From an optimization exercise on the open Yosys and OpenROAD flow, aimed at small area, a short achievable clock period and few clock cycles; shortcuts taken in it are not production practice.
The RTL was checked by simulation tests, not by an equivalence proof against the original design.
The flow treats the clock pin as an ideal source. Dropping or thinning the clock tree relies on that and would not hold on a real chip.
Power and IR drop assume default switching activity.

Design brm_matcher, start of the top module:
module brm_matcher #(
    parameter M_MAX    = 32,
    parameter K_MAX    = 7,
    parameter BUF_BITS = 1024
) (
    input  wire        clk,
    input  wire        rst,           
    input  wire        cmd_valid,
    output wire        cmd_ready,
    input  wire        cmd_op,        
    input  wire [31:0] cmd_pat,       
    input  wire [6:0]  cmd_m,         
    input  wire [4:0]  cmd_k,         
    input  wire        cmd_so,        
    input  wire        cmd_ins,       
    input  wire        cmd_c,         
    output reg         res_valid,
    output wire [3:0]  res_err,       
    output wire [6:0]  res_level,     
    output wire [6:0]  res_min,       
    output reg         res_any        
);
    assign cmd_ready = 1'b1;
    reg        a_v, a_op;
    reg [31:0] a_pat;                 
    reg [5:0]  a_m;
    reg [2:0]  a_k;
    reg        a_ins;
    reg        a_badlen, a_badk;
    always @(posedge clk) begin
        a_v      <= cmd_valid & ~rst;
        a_op     <= cmd_op;
        a_pat    <= {cmd_pat[31:1], cmd_op ? cmd_c : cmd_pat[0]};
        a_m      <= cmd_m[5:0];
        a_k      <= cmd_k[2:0];
        a_ins    <= cmd_ins;
        a_badlen <= (cmd_m == 7'd0) || (cmd_m > 7'd32);
        a_badk   <= ({2'b00, cmd_k} >= cmd_m) || (cmd_k > 5'd7);
    end
    reg [31:0] pat;                   
    reg [3:0]  col [0:31];            
    reg [5:0]  am;
    reg [2:0]  ak;
    reg        ains;
    reg        mv;
    reg [10:0] pos;
    wire a_c     = a_pat[0];
    wire b_e1    = a_op ? ~mv : a_badlen;        
    wire b_e2    = a_op ? pos[10] : a_badk;      
    wire init_ok = a_v & ~a_op & ~a_badlen & ~a_badk;
    wire step_ok = a_v & a_op & mv & ~pos[10];
    wire [31:0] bc = a_c ? pat : ~pat;
    reg [31:0] row [0:7];
    integer i, j;
    always @(*) begin
        for (j = 0; j < 32; j = j + 1)
            for (i = 0; i < 8; i = i + 1)
                row[i][j] = (col[j] <= i);
    end
    reg [31:0] nrow [0:7];
  ...
For scale: about 2100 cells after synthesis, ~260 flip-flops, roughly 72 I/O pins.
==> flow/config.mk <==
export PLATFORM = sky130hd
export DESIGN_NAME = brm_matcher
export DESIGN_NICKNAME = brm_matcher
export VERILOG_FILES = /design/flow/design.v
export SDC_FILE = /design/flow/constraint.sdc
export NUM_CORES = 4
export LEC_CHECK = 0
export CAP_MARGIN = 20
export CORE_MARGIN = 2
export CORE_UTILIZATION = 55
export CTS_CLUSTER_DIAMETER = 150
export CTS_CLUSTER_SIZE = 20
export SLEW_MARGIN = 20
==> flow/constraint.sdc <==
create_clock -name core_clock -period 12.0 [get_ports {clk}]
set_input_delay 2.4000 -clock core_clock [delete_from_list [all_inputs] [get_ports {clk}]]
set_output_delay 2.4000 -clock core_clock [all_outputs]
set_load 0.01 [all_outputs]
standard.sh (not shown) runs the stock make flow with config.mk's settings and CLKGATE_MAP_FILE= SYNTH_SCRIPT=/design/flow/synth_recipe.tcl, a recipe that flattens the netlist after the stock synthesis.
==> flow/flow/run.sh <==
#!/bin/bash
# The standard ORFS layout (standard.sh) with these changes:
#  - synthesis maps the logic with flow/abc_map.script in place of ORFS's
#    abc_speed.script; the rest of synthesis, and so its registers, are
#    unchanged;
#  - clock tree synthesis runs without dummy loads, and flow/cts_collapse.tcl
#    then removes the tree's root buffer (the clock port drives the two
#    first-level buffers);
set -euo pipefail
rm -rf scripts_abc
cp -r "$FLOW_HOME/scripts" scripts_abc
cp flow/abc_map.script scripts_abc/abc_speed.script
sed -i 's|^log_cmd clock_tree_synthesis {\*}\$cts_args$|&\nsource '"$PWD"'/flow/cts_collapse.tcl|' scripts_abc/cts.tcl
grep -q cts_collapse.tcl scripts_abc/cts.tcl
bash standard.sh SCRIPTS_DIR="$PWD/scripts_abc" SETUP_SLACK_MARGIN=8.7 \
  CTS_ARGS="-sink_clustering_enable -repair_clock_nets -sink_clustering_size 20 -sink_clustering_max_diameter 150 -dont_use_dummy_load" \
  finish > standard_make.log 2>&1
==> flow/flow/abc_map.script <==
&get -n
&st
&dc2
&synch2
&nf -p
&put
==> flow/flow/cts_collapse.tcl <==
# Sourced by cts.tcl right after clock_tree_synthesis. Removes the clock
# tree's root buffer, so that the clock port drives the tree's first-level
# buffers (two of them) directly and every register's clock arrives through
# two buffers. The tree stays balanced; the port feeds two cell pins.
proc collapse_clock_root {} {
  set block [ord::get_db_block]
  set n 0
  foreach inst [$block getInsts] {
    if {[$inst getName] ne "clkbuf_0_clk"} { continue }
    set in_net [[$inst findITerm A] getNet]
    set out_net [[$inst findITerm X] getNet]
    set loads 0
    foreach it [$out_net getITerms] {
      if {[$it getInst] == $inst} { continue }
      incr loads
    }
    if {$loads > 4} { puts "collapse_clock_root: root drives $loads pins, kept"; return }
    foreach it [$out_net getITerms] {
      if {[$it getInst] == $inst} { continue }
      $it disconnect
      $it connect $in_net
    }
    odb::dbInst_destroy $inst
    odb::dbNet_destroy $out_net
    incr n
  }
  puts "collapse_clock_root: removed $n buffers"
}
collapse_clock_root
Testbench counts at the start, summed over its fixed seeds: cycles 16,822.
Edit:
==> flow/flow/run.sh (replaced) <==
#!/bin/bash
set -euo pipefail
rm -rf scripts_abc
cp -r "$FLOW_HOME/scripts" scripts_abc
cp flow/abc_map.script scripts_abc/abc_speed.script
bash standard.sh SCRIPTS_DIR="$PWD/scripts_abc" SETUP_SLACK_MARGIN=8.5 finish > standard_make.log 2>&1
--- a/flow/config.mk
+++ b/flow/config.mk
@@ -9,3 +9,3 @@
 export CORE_MARGIN = 2
-export CORE_UTILIZATION = 55
+export CORE_UTILIZATION = 30
 export CTS_CLUSTER_DIAMETER = 150
removed: flow/flow/cts_collapse.tcl
After rerunning: The changed run completed with no timing, DRC or antenna violations. Total power grows by 3.4%. Clock skew grows by 0.015 ns. Core utilization shrinks by 29 points. Worst hold slack barely changes. Critical path depth shrinks by 8. Synthesized cell count does not change. Clock-buffer cell count grows by 11. Sequential power is about the same. Clock power grows by 16%. Area after synthesis does not change.
Edit:
==> flow/flow/run.sh (replaced) <==
#!/bin/bash
# The standard ORFS layout (standard.sh) with these changes:
#  - synthesis maps the logic with flow/abc_map.script in place of ORFS's
#    abc_speed.script; the rest of synthesis, and so its registers, are
#    unchanged;
#  - every port still gets a buffer, but inputs get buf_1 and outputs buf_4
#    (in place of the clkdlybuf4s50_1 that buffer_ports picks by default);
#  - clock tree synthesis runs without dummy loads, and flow/cts_collapse.tcl
#    then removes the tree's root buffer (the clock port drives the two
#    first-level buffers);
set -euo pipefail
rm -rf scripts_abc
cp -r "$FLOW_HOME/scripts" scripts_abc
cp flow/abc_map.script scripts_abc/abc_speed.script
sed -i 's|^log_cmd clock_tree_synthesis {\*}\$cts_args$|&\nsource '"$PWD"'/flow/cts_collapse.tcl|' scripts_abc/cts.tcl
grep -q cts_collapse.tcl scripts_abc/cts.tcl
sed -i 's|^    buffer_ports {\*}\[env_var_or_empty BUFFER_PORTS_ARGS\]$|    buffer_ports -inputs -buffer_cell sky130_fd_sc_hd__buf_1\n    buffer_ports -outputs -buffer_cell sky130_fd_sc_hd__buf_4|' scripts_abc/global_place.tcl
grep -q "buffer_ports -outputs" scripts_abc/global_place.tcl
bash standard.sh SCRIPTS_DIR="$PWD/scripts_abc" SETUP_SLACK_MARGIN=8.7 \
  CTS_ARGS="-sink_clustering_enable -repair_clock_nets -sink_clustering_size 20 -sink_clustering_max_diameter 150 -dont_use_dummy_load" \
  finish > standard_make.log 2>&1
==> flow/flow/cts_collapse.tcl (new file) <==
# Sourced by cts.tcl right after clock_tree_synthesis. Removes the clock
# tree's root buffer, so that the clock port drives the tree's first-level
# buffers (two of them) directly and every register's clock arrives through
# two buffers. The tree stays balanced; the port feeds two cell pins.
proc collapse_clock_root {} {
  set block [ord::get_db_block]
  set n 0
  foreach inst [$block getInsts] {
    if {[$inst getName] ne "clkbuf_0_clk"} { continue }
    set in_net [[$inst findITerm A] getNet]
    set out_net [[$inst findITerm X] getNet]
    set loads 0
    foreach it [$out_net getITerms] {
      if {[$it getInst] == $inst} { continue }
      incr loads
    }
    if {$loads > 4} { puts "collapse_clock_root: root drives $loads pins, kept"; return }
    foreach it [$out_net getITerms] {
      if {[$it getInst] == $inst} { continue }
      $it disconnect
      $it connect $in_net
    }
    odb::dbInst_destroy $inst
    odb::dbNet_destroy $out_net
    incr n
  }
  puts "collapse_clock_root: removed $n buffers"
}
collapse_clock_root
--- a/flow/config.mk
+++ b/flow/config.mk
@@ -9,3 +9,3 @@
 export CORE_MARGIN = 2
-export CORE_UTILIZATION = 30
+export CORE_UTILIZATION = 55
 export CTS_CLUSTER_DIAMETER = 150
Effect:
- The new run passed the timing, DRC and antenna checks
- clock-buffer cell count falls by 11
- clock power went down by 13%
- routed wire length fell by 6.0%
- maximum frequency increases by 5.7%
- die area falls by 45%
- setup slack improved by 0.19 ns
- non-clock buffer count does not change
- worst hold slack gains 0.0044 ns
- cell area is lower by 2.6%
Edit:
==> flow/flow/run.sh (replaced) <==
#!/bin/bash
set -euo pipefail
rm -rf scripts_abc
cp -r "$FLOW_HOME/scripts" scripts_abc
cp flow/abc_map.script scripts_abc/abc_speed.script
bash standard.sh SCRIPTS_DIR="$PWD/scripts_abc" SETUP_SLACK_MARGIN=8.6 finish > standard_make.log 2>&1
removed: flow/flow/cts_collapse.tcl
Outcome: Sequential power barely changes. Flip-flop and latch count stays the same. Register-to-register slack gets worse by 0.09 ns. Critical path depth drops by 13. Clock-buffer cell count rose by 11. First-iteration DRC count increases by a few percent.

## port drivers added, routing unchanged
The results above use ideal ports. As a check the final layouts listed here were re-extracted and re-timed, cells and wires unchanged.
Step 1 sets driving cells, clkbuf_16 on the clock port and buf_2 on the other inputs (assumed; they add their load-dependent delay and slew).
Step 2 also shifts input and output timing later by t, the mid clock arrival at the registers, as if the neighbouring blocks saw the same clock.
a / b / c = ideal ports / drivers / drivers and shift; a / b = the first two.
| run | shift t [ns] | setup slack, ns | hold WS [ns] | worst setup path at the end |
|---|---|---|---|---|
| the first run | 0.430 | 8.725 / 8.704 / 8.344 | 0.332 / 0.332 / 0.332 | input to register |
| the second run | 0.577 | 8.537 / 8.479 / 8.077 | 0.330 / 0.330 / 0.330 | input to register |
| the third run | 0.440 | 8.723 / 8.670 / 8.350 | 0.335 / 0.335 / 0.335 | input to register |
| the fourth run | 0.575 | 8.621 / 8.565 / 8.140 | 0.332 / 0.332 / 0.332 | input to register |
After both steps setup and hold are still met in every run listed. The setup slack of the fourth run, which loses most, moves by -0.056 ns with the drivers and by -0.481 ns with both steps.
